This is an optimization exercise on Yosys and OpenROAD, whose aim is small area, a short achievable clock period and few clock cycles per item, not a production implementation. RTL that was checked went through simulation tests only; none was proved equivalent to the original.

==> nickel: inputs <==
==> flow/design.v (excerpt) <==
module sab_comp (
    input  wire         clk,
    input  wire         rst,
    input  wire         start,
    input  wire [1:0]   op,
    input  wire [1:0]   oss,
    input  wire [31:0]  raw,
    input  wire [31:0]  tin,
    input  wire [175:0] cal_a,
    input  wire [191:0] cal_b,
    output wire         done,
    output reg          err,
    output wire [31:0]  result,
    output wire [31:0]  tout
);
    wire [15:0] AC1 = cal_a[ 15:  0];
    wire [15:0] AC2 = cal_a[ 31: 16];
    wire [15:0] AC3 = cal_a[ 47: 32];
    wire [15:0] AC4 = cal_a[ 63: 48];
    wire [15:0] AC5 = cal_a[ 79: 64];
    wire [15:0] AC6 = cal_a[ 95: 80];
    wire [15:0] B1  = cal_a[111: 96];
    wire [15:0] B2  = cal_a[127:112];
    wire [15:0] MC  = cal_a[159:144];
    wire [15:0] MD  = cal_a[175:160];
    wire [15:0] T1  = cal_b[ 15:  0];
    wire [15:0] T2  = cal_b[ 31: 16];
    wire [15:0] T3  = cal_b[ 47: 32];
    wire [15:0] P1  = cal_b[ 63: 48];
    wire [15:0] P2  = cal_b[ 79: 64];
    wire [15:0] P3  = cal_b[ 95: 80];
    wire [15:0] P4  = cal_b[111: 96];
    wire [15:0] P5  = cal_b[127:112];
    wire [15:0] P6  = cal_b[143:128];
    wire [15:0] P7  = cal_b[159:144];
    wire [15:0] P8  = cal_b[175:160];
    wire [15:0] P9  = cal_b[191:176];
    function [16:0] s17; input [15:0] x; s17 = {x[15], x}; endfunction
    function [16:0] u17; input [15:0] x; u17 = {1'b0, x}; endfunction
    function [31:0] s32; input [15:0] x; s32 = {{16{x[15]}}, x}; endfunction
    function [31:0] sqw; input [31:0] x; sqw = {x[30:16], 1'b0, x[15:0]}; endfunction
    function [31:0] asr; input [31:0] x; input integer k; asr = $signed(x) >>> k; endfunction
    localparam integer
        I_IDLE = 0,  I_FIN  = 1,  I_DVTA = 2,  I_DVPA = 3,  I_DVPB = 4,
        I_TA1  = 5,  I_TA2  = 6,  I_TA4  = 7,  I_TA5  = 8,
        I_PA1  = 9,  I_PA2  = 10, I_PA3  = 11, I_PA4  = 12, I_PA5  = 13,
        I_PA6  = 14, I_PA7  = 15, I_PA10 = 16, I_PA11 = 17, I_PA12 = 18,
        I_PA13 = 19,
        I_TB1  = 20, I_TB2  = 21, I_TB3  = 22, I_TB4  = 23, I_TB5  = 24,
  ...
clock: 20.0 ns
lec_check: 0
cap_margin: 20
core_margin: 2
core_utilization: 35
slew_margin: 20
standard.sh (not shown) runs the stock make flow with config.mk's settings and CLKGATE_MAP_FILE= SYNTH_SCRIPT=/design/flow/synth_recipe.tcl, a recipe that flattens the netlist after the stock synthesis.
==> flow/flow/run.sh <==
#!/bin/bash
# The standard layout: standard.sh runs the ORFS make flow unchanged, with
# two knobs set on its command line: timing repair aims at a positive setup
# slack margin, and the port buffers (every input and output still gets one)
# are buf_2 cells. The clock, the SDC and the rest of the flow are unchanged;
# the tools' output goes to standard.log.
bash standard.sh SETUP_SLACK_MARGIN=13 "BUFFER_PORTS_ARGS=-buffer_cell sky130_fd_sc_hd__buf_2" finish > standard.log 2>&1
==> ember: changes against nickel <==
--- a/flow/design.v
+++ b/flow/design.v
@@ -127,39 +127,37 @@
             2'd1:    begin ua0 = tin;          ub0 = ~32'd4000;     end
             2'd2:    begin ua0 = asr(raw, 4);  ub0 = ~{16'd0, T1};  end
             default: begin ua0 = asr(tin, 1);  ub0 = ~32'd64000;    end
         endcase
         ua = 32'd0; ub = 32'd0; uc = 32'd0; ui = 1'b0;
         if (TA2 | TA4 | TA5 | PA6 | PA13 | PB13 | TB5) ua = ua | A;
         if (PA4)                      ua = ua | (C << osr);
-        if (dvs)                      ua = ua | Dv;              
         if (TB4 | PB7)                ua = ua | B;
         if (PB4 | PA11 | PB11)        ua = ua | C;
         if (PA5)                      ua = ua | ~asr(C, 2);
         if (PB6)                      ua = ua | ~C;
         if (PA7)                      ua = ua | asr(Dv, 2);
         if (TA1)                      ua = ua | (R ^ {32{R[31]}});    
         if (PB5)                      ua = ua | {{18{C[31]}}, C[31:18]};
         if (TA2 | TB4)                ub = ub | C;
         if (TA4 | PA5 | PB6 | PB11)   ub = ub | qs;              
         if (TA5)                      ub = ub | 32'hFFFFFFF8;    
-        if (PA4 | PA6 | dvs | PB5 | PB7) ub = ub | R;
+        if (PA4 | PA6 | PB5 | PB7)    ub = ub | R;
         if (PA11)                     ub = ub | 32'd3791;
         if (TB5)                      ub = ub | 32'd128;
         if (PB4)                      ub = ub | Dv;
         if (PA13 | PB13)              ub = ub | asr(B, 4);
         if (PA4)                      uc = uc | (Dv << osr);
         if (TA4)                      uc = uc | 32'd8;
         if (PA6)                      uc = uc | 32'd131074;                  
         if (TB5)                      uc = uc | (A << 2);
         if (PB6)                      uc = uc | 32'd1048578;
         if (PA13 | PB13)              uc = uc | asr(C, 4);
         if (TA4)                      ui = neg;
         if (TA1)                      ui = R[31];
-        if (dvs)                      ui = dcin;
         if (PA13 | PB13)              ui = cy4;
         if (PA5)                      ui = c2;
         if (PA7)                      ui = x3c;
     end
     wire [33:0] u34 = {1'b0, ua, ui} + {1'b0, ub, ui} + {1'b0, uc, 1'b0};
     wire [32:0] u33 = u34[33:1];
     wire [31:0] u   = u33[31:0];
@@ -170,15 +168,16 @@
     wire [32:0] d1 = d1w[33:1];
     wire [31:0] r1 = d1[32] ? {R[30:0], Q[31]} : d1[31:0];
     wire [33:0] d2w = {r1, Q[30], 1'b1} + {1'b1, Dv, dcin};
     wire [32:0] d2 = d2w[33:1];
     wire [31:0] r2 = d2[32] ? {r1[30:0], Q[30]} : d2[31:0];
     wire [31:0] q2 = {Q[29:0], ~d1[32], ~d2[32]};
     wire        dz   = (&Dv) & dcin;                    
-    wire        dbad = dvs & dfirst & (lvl != 2'd2) & u33[32];    
+    wire [33:0] d0w  = {1'b0, R, 1'b1} + {1'b0, Dv, dcin};           
+    wire        dbad = dvs & dfirst & (lvl != 2'd2) & d0w[33];
     wire        dst  = dvs & ~dbad;                      
     wire        last = dvs & (cnt == 4'd1);              
     wire        dzf  = dvs & dfirst & dz;                
     wire [31:0] pq = dbl ? {q2[30:0], 1'b0} : q2;
     reg [31:0] X_m, A_m, B_m, C_m, Q_m, R_m, D_m, xc0;
     reg [16:0] Y_m, yc0;
     always @(*) begin
@@ -281,17 +280,14 @@
         if (PB1)                       D_m = D_m | prod;
         if (PA8)                       D_m = D_m | ~(prod >> 15);
         if (PB8)                       D_m = D_m | ~asr(prod, 15);
         if (PA6)                       D_m = D_m | u;
         if (TA2)                       D_m = D_m | (u ^ {32{~u[31]}});
     end
     wire lpp  = last & (DVPA | DVPB);
-    wire X_e  = go | TA4 | PA1 | TB1 | PA2 | TB2 | PB2 | PB11 | PA11 | PA3 | PB4 |
-                PA4 | PA5 | PA7 | lpp | PA10 | PB1 | PB3 | PB6 | PB7 | PB10;
-    wire Y_e  = X_e;
     wire A_e  = go | TA1 | PA4 | lpp | TA4 | TA5 | TB4;
     wire B_e  = PA2 | TB1 | PA12 | PB2 | PB4 | PB12;
     wire C_e  = go0 | PA3 | PA10 | TB3 | PB3 | PB10 | PA4 | PB4 | PA11 | PB5 | PB11 |
                 TA5 | PA13 | PB13 | TB5 | (dzf & DVPB);
     wire Q_e  = go1 | go3 | TA1 | PA6 | PB7 | PA7 | PB8 | dvs | PB10;
     wire R_e  = go | PA5 | PB5 | TA1 | PA7 | PB8 | dvs;
     wire D_e  = PA1 | PB1 | PA6 | PA8 | PB8 | TA2;
@@ -319,16 +315,16 @@
         st_n[I_PB10] = DVPB & last;
         st_n[I_PB11] = PB10; st_n[I_PB12] = PB11; st_n[I_PB13] = PB12;
         st_n[I_FIN]  = dzf | TA5 | PA13 | TB5 | PB13;
     end
     always @(posedge clk) begin
         if (rst) st <= {{(NS-1){1'b0}}, 1'b1};
         else     st <= st_n;
-        if (X_e)  X  <= X_m;
-        if (Y_e)  Yb <= benc(Y_m);
+        X  <= X_m;                      
+        Yb <= benc(Y_m);                
         if (A_e)  A  <= A_m;
         if (B_e)  B  <= B_m;
         if (C_e)  C  <= C_m;
         if (Q_e)  Q  <= Q_m;
         if (R_e)  R  <= R_m;
         if (D_e)  Dv <= D_m;
         if (TA2)              begin cnt <= 4'd7; lvl <= 2'd0; dfirst <= 1'b1; end
==> zinc: changes against nickel <==
--- a/flow/design.v
+++ b/flow/design.v
@@ -127,39 +127,37 @@
             2'd1:    begin ua0 = tin;          ub0 = ~32'd4000;     end
             2'd2:    begin ua0 = asr(raw, 4);  ub0 = ~{16'd0, T1};  end
             default: begin ua0 = asr(tin, 1);  ub0 = ~32'd64000;    end
         endcase
         ua = 32'd0; ub = 32'd0; uc = 32'd0; ui = 1'b0;
         if (TA2 | TA4 | TA5 | PA6 | PA13 | PB13 | TB5) ua = ua | A;
         if (PA4)                      ua = ua | (C << osr);
-        if (dvs)                      ua = ua | Dv;              
         if (TB4 | PB7)                ua = ua | B;
         if (PB4 | PA11 | PB11)        ua = ua | C;
         if (PA5)                      ua = ua | ~asr(C, 2);
         if (PB6)                      ua = ua | ~C;
         if (PA7)                      ua = ua | asr(Dv, 2);
         if (TA1)                      ua = ua | (R ^ {32{R[31]}});    
         if (PB5)                      ua = ua | {{18{C[31]}}, C[31:18]};
         if (TA2 | TB4)                ub = ub | C;
         if (TA4 | PA5 | PB6 | PB11)   ub = ub | qs;              
         if (TA5)                      ub = ub | 32'hFFFFFFF8;    
-        if (PA4 | PA6 | dvs | PB5 | PB7) ub = ub | R;
+        if (PA4 | PA6 | PB5 | PB7)    ub = ub | R;
         if (PA11)                     ub = ub | 32'd3791;
         if (TB5)                      ub = ub | 32'd128;
         if (PB4)                      ub = ub | Dv;
         if (PA13 | PB13)              ub = ub | asr(B, 4);
         if (PA4)                      uc = uc | (Dv << osr);
         if (TA4)                      uc = uc | 32'd8;
         if (PA6)                      uc = uc | 32'd131074;                  
         if (TB5)                      uc = uc | (A << 2);
         if (PB6)                      uc = uc | 32'd1048578;
         if (PA13 | PB13)              uc = uc | asr(C, 4);
         if (TA4)                      ui = neg;
         if (TA1)                      ui = R[31];
-        if (dvs)                      ui = dcin;
         if (PA13 | PB13)              ui = cy4;
         if (PA5)                      ui = c2;
         if (PA7)                      ui = x3c;
     end
     wire [33:0] u34 = {1'b0, ua, ui} + {1'b0, ub, ui} + {1'b0, uc, 1'b0};
     wire [32:0] u33 = u34[33:1];
     wire [31:0] u   = u33[31:0];
@@ -170,15 +168,16 @@
     wire [32:0] d1 = d1w[33:1];
     wire [31:0] r1 = d1[32] ? {R[30:0], Q[31]} : d1[31:0];
     wire [33:0] d2w = {r1, Q[30], 1'b1} + {1'b1, Dv, dcin};
     wire [32:0] d2 = d2w[33:1];
     wire [31:0] r2 = d2[32] ? {r1[30:0], Q[30]} : d2[31:0];
     wire [31:0] q2 = {Q[29:0], ~d1[32], ~d2[32]};
     wire        dz   = (&Dv) & dcin;                    
-    wire        dbad = dvs & dfirst & (lvl != 2'd2) & u33[32];    
+    wire [33:0] d0w  = {1'b0, R, 1'b1} + {1'b0, Dv, dcin};           
+    wire        dbad = dvs & dfirst & (lvl != 2'd2) & d0w[33];
     wire        dst  = dvs & ~dbad;                      
     wire        last = dvs & (cnt == 4'd1);              
     wire        dzf  = dvs & dfirst & dz;                
     wire [31:0] pq = dbl ? {q2[30:0], 1'b0} : q2;
     reg [31:0] X_m, A_m, B_m, C_m, Q_m, R_m, D_m, xc0;
     reg [16:0] Y_m, yc0;
     always @(*) begin
@@ -281,17 +280,14 @@
         if (PB1)                       D_m = D_m | prod;
         if (PA8)                       D_m = D_m | ~(prod >> 15);
         if (PB8)                       D_m = D_m | ~asr(prod, 15);
         if (PA6)                       D_m = D_m | u;
         if (TA2)                       D_m = D_m | (u ^ {32{~u[31]}});
     end
     wire lpp  = last & (DVPA | DVPB);
-    wire X_e  = go | TA4 | PA1 | TB1 | PA2 | TB2 | PB2 | PB11 | PA11 | PA3 | PB4 |
-                PA4 | PA5 | PA7 | lpp | PA10 | PB1 | PB3 | PB6 | PB7 | PB10;
-    wire Y_e  = X_e;
     wire A_e  = go | TA1 | PA4 | lpp | TA4 | TA5 | TB4;
     wire B_e  = PA2 | TB1 | PA12 | PB2 | PB4 | PB12;
     wire C_e  = go0 | PA3 | PA10 | TB3 | PB3 | PB10 | PA4 | PB4 | PA11 | PB5 | PB11 |
                 TA5 | PA13 | PB13 | TB5 | (dzf & DVPB);
     wire Q_e  = go1 | go3 | TA1 | PA6 | PB7 | PA7 | PB8 | dvs | PB10;
     wire R_e  = go | PA5 | PB5 | TA1 | PA7 | PB8 | dvs;
     wire D_e  = PA1 | PB1 | PA6 | PA8 | PB8 | TA2;
@@ -319,16 +315,16 @@
         st_n[I_PB10] = DVPB & last;
         st_n[I_PB11] = PB10; st_n[I_PB12] = PB11; st_n[I_PB13] = PB12;
         st_n[I_FIN]  = dzf | TA5 | PA13 | TB5 | PB13;
     end
     always @(posedge clk) begin
         if (rst) st <= {{(NS-1){1'b0}}, 1'b1};
         else     st <= st_n;
-        if (X_e)  X  <= X_m;
-        if (Y_e)  Yb <= benc(Y_m);
+        X  <= X_m;                      
+        Yb <= benc(Y_m);                
         if (A_e)  A  <= A_m;
         if (B_e)  B  <= B_m;
         if (C_e)  C  <= C_m;
         if (Q_e)  Q  <= Q_m;
         if (R_e)  R  <= R_m;
         if (D_e)  Dv <= D_m;
         if (TA2)              begin cnt <= 4'd7; lvl <= 2'd0; dfirst <= 1'b1; end
==> flow/run.sh (new file) <==
#!/bin/bash
# synth_recipe.tcl (not shown) runs the flow's synth.tcl, then flattens the netlist and writes it again
# the make line also repeats each setting of config.mk as NAME=value (left out here)
make -C /OpenROAD-flow-scripts/flow DESIGN_CONFIG=/design/flow/config.mk WORK_HOME=/design/flow/orfs CLKGATE_MAP_FILE= SYNTH_SCRIPT=/design/flow/synth_recipe.tcl finish
removed: flow/flow/run.sh
removed: flow/standard.sh
==> summary of the runs <==
- First-iteration DRC count: ember > nickel > zinc.
- The lowest global-route usage belongs to zinc, the highest to nickel.
- Between nickel and ember, the lower clock-buffer cell count is in ember (gap 2).
- Area after synthesis: ember is larger than nickel (1.8%).
- Critical path depth, highest first: ember, zinc, nickel.
- Register-to-register slack: ember > nickel > zinc.
Testbench counts of nickel, summed over its fixed seeds: cycles 29,720, items 1,920.
Testbench counts of ember, summed over its fixed seeds: cycles 29,720, items 1,920.
Testbench counts of zinc, summed over its fixed seeds: cycles 29,720, items 1,920.

========
==> wip/delta <==
Another version of the RTL of sab_comp (not shown whole).
==> flow/config.mk <==
export PLATFORM = sky130hd
export DESIGN_NAME = sab_comp
export DESIGN_NICKNAME = sab_comp
export VERILOG_FILES = /design/flow/design.v
export SDC_FILE = /design/flow/constraint.sdc
export NUM_CORES = 8
export LEC_CHECK = 0
export CAP_MARGIN = 20
export CORE_MARGIN = 2
export CORE_UTILIZATION = 35
export SLEW_MARGIN = 20
==> flow/constraint.sdc <==
create_clock -name core_clock -period 20.0 [get_ports {clk}]
set_input_delay 4.0000 -clock core_clock [delete_from_list [all_inputs] [get_ports {clk}]]
set_output_delay 4.0000 -clock core_clock [all_outputs]
set_load 0.01 [all_outputs]
run.sh (not shown) runs the stock make flow with config.mk's settings and CLKGATE_MAP_FILE= SYNTH_SCRIPT=/design/flow/synth_recipe.tcl, a recipe that flattens the netlist after the stock synthesis.
Stock flow here: none of the scripts above is used.
==> inputs of wip/violet, as changes to wip/delta <==
==> flow/flow/run.sh (new file) <==
#!/bin/bash
# The standard layout, with timing repair aiming at a positive setup
# slack margin (the clock and constraints are unchanged).
bash standard.sh SETUP_SLACK_MARGIN=11 finish > standard.log 2>&1
==> flow/standard.sh (new file) <==
#!/bin/bash
# synth_recipe.tcl (not shown) runs the flow's synth.tcl, then flattens the netlist and writes it again
# the make line also repeats each setting of config.mk as NAME=value (left out here)
make -C /OpenROAD-flow-scripts/flow DESIGN_CONFIG=/design/flow/config.mk WORK_HOME=/design/flow/orfs CLKGATE_MAP_FILE= SYNTH_SCRIPT=/design/flow/synth_recipe.tcl "${@:-finish}"
removed: flow/run.sh
==> comparison <==
wip/delta completed without violations. wip/violet finished with timing, DRC and antenna clean. In sequential cell count, wip/delta and wip/violet do not differ. Cell count is about the same in wip/delta and wip/violet. Between wip/violet and wip/delta, the lower design area is in wip/delta (gap 0.87%, measured against wip/delta). Between wip/violet and wip/delta, the lower global-route usage is in wip/violet (gap 1.4 points). Between wip/violet and wip/delta, the lower sequential share of layout area is in wip/violet (gap 0.16 points). In die area, wip/violet and wip/delta do not differ. Synthesized cell count is the same in wip/violet and wip/delta. Core utilization: wip/delta is lower than wip/violet (0.37 points).
Function was not checked in any run of this note: the RTL went through the layout flow alone.

-- port drivers added, routing unchanged --
The results above use ideal ports. As a check the final layouts listed here were re-extracted and re-timed, cells and wires unchanged. Step 1 assumes that a clkbuf_16 drives the clock port and a buf_2 every other input. Step 2, shift: input delay + t, output delay - t, t = (earliest + latest rising clock arrival at the registers) / 2. This alone moves slack from input paths to output paths. a / b / c = ideal / step 1 / step 2; a / b = the first two.
run | t, ns | setup slack, ns | worst setup path after step 2 | pins driven straight from the clock port
nickel | 0.682 | 12.770 / 12.631 / 11.949 | input to register | 1
ember | 0.671 | 13.061 / 12.930 / 12.258 | input to register | 1
zinc | 0.694 | 11.882 / 11.882 / 11.242 | input to register | 1
wip/delta | 0.706 | 7.747 / 7.747 / 7.747 | register to register | 1
wip/violet | 0.706 | 11.008 / 11.008 / 10.502 | input to register | 1
After both steps every run listed still meets setup and hold. For nickel, which loses most, drivers alone change the setup slack by -0.139 ns; drivers and shift together by -0.821 ns.
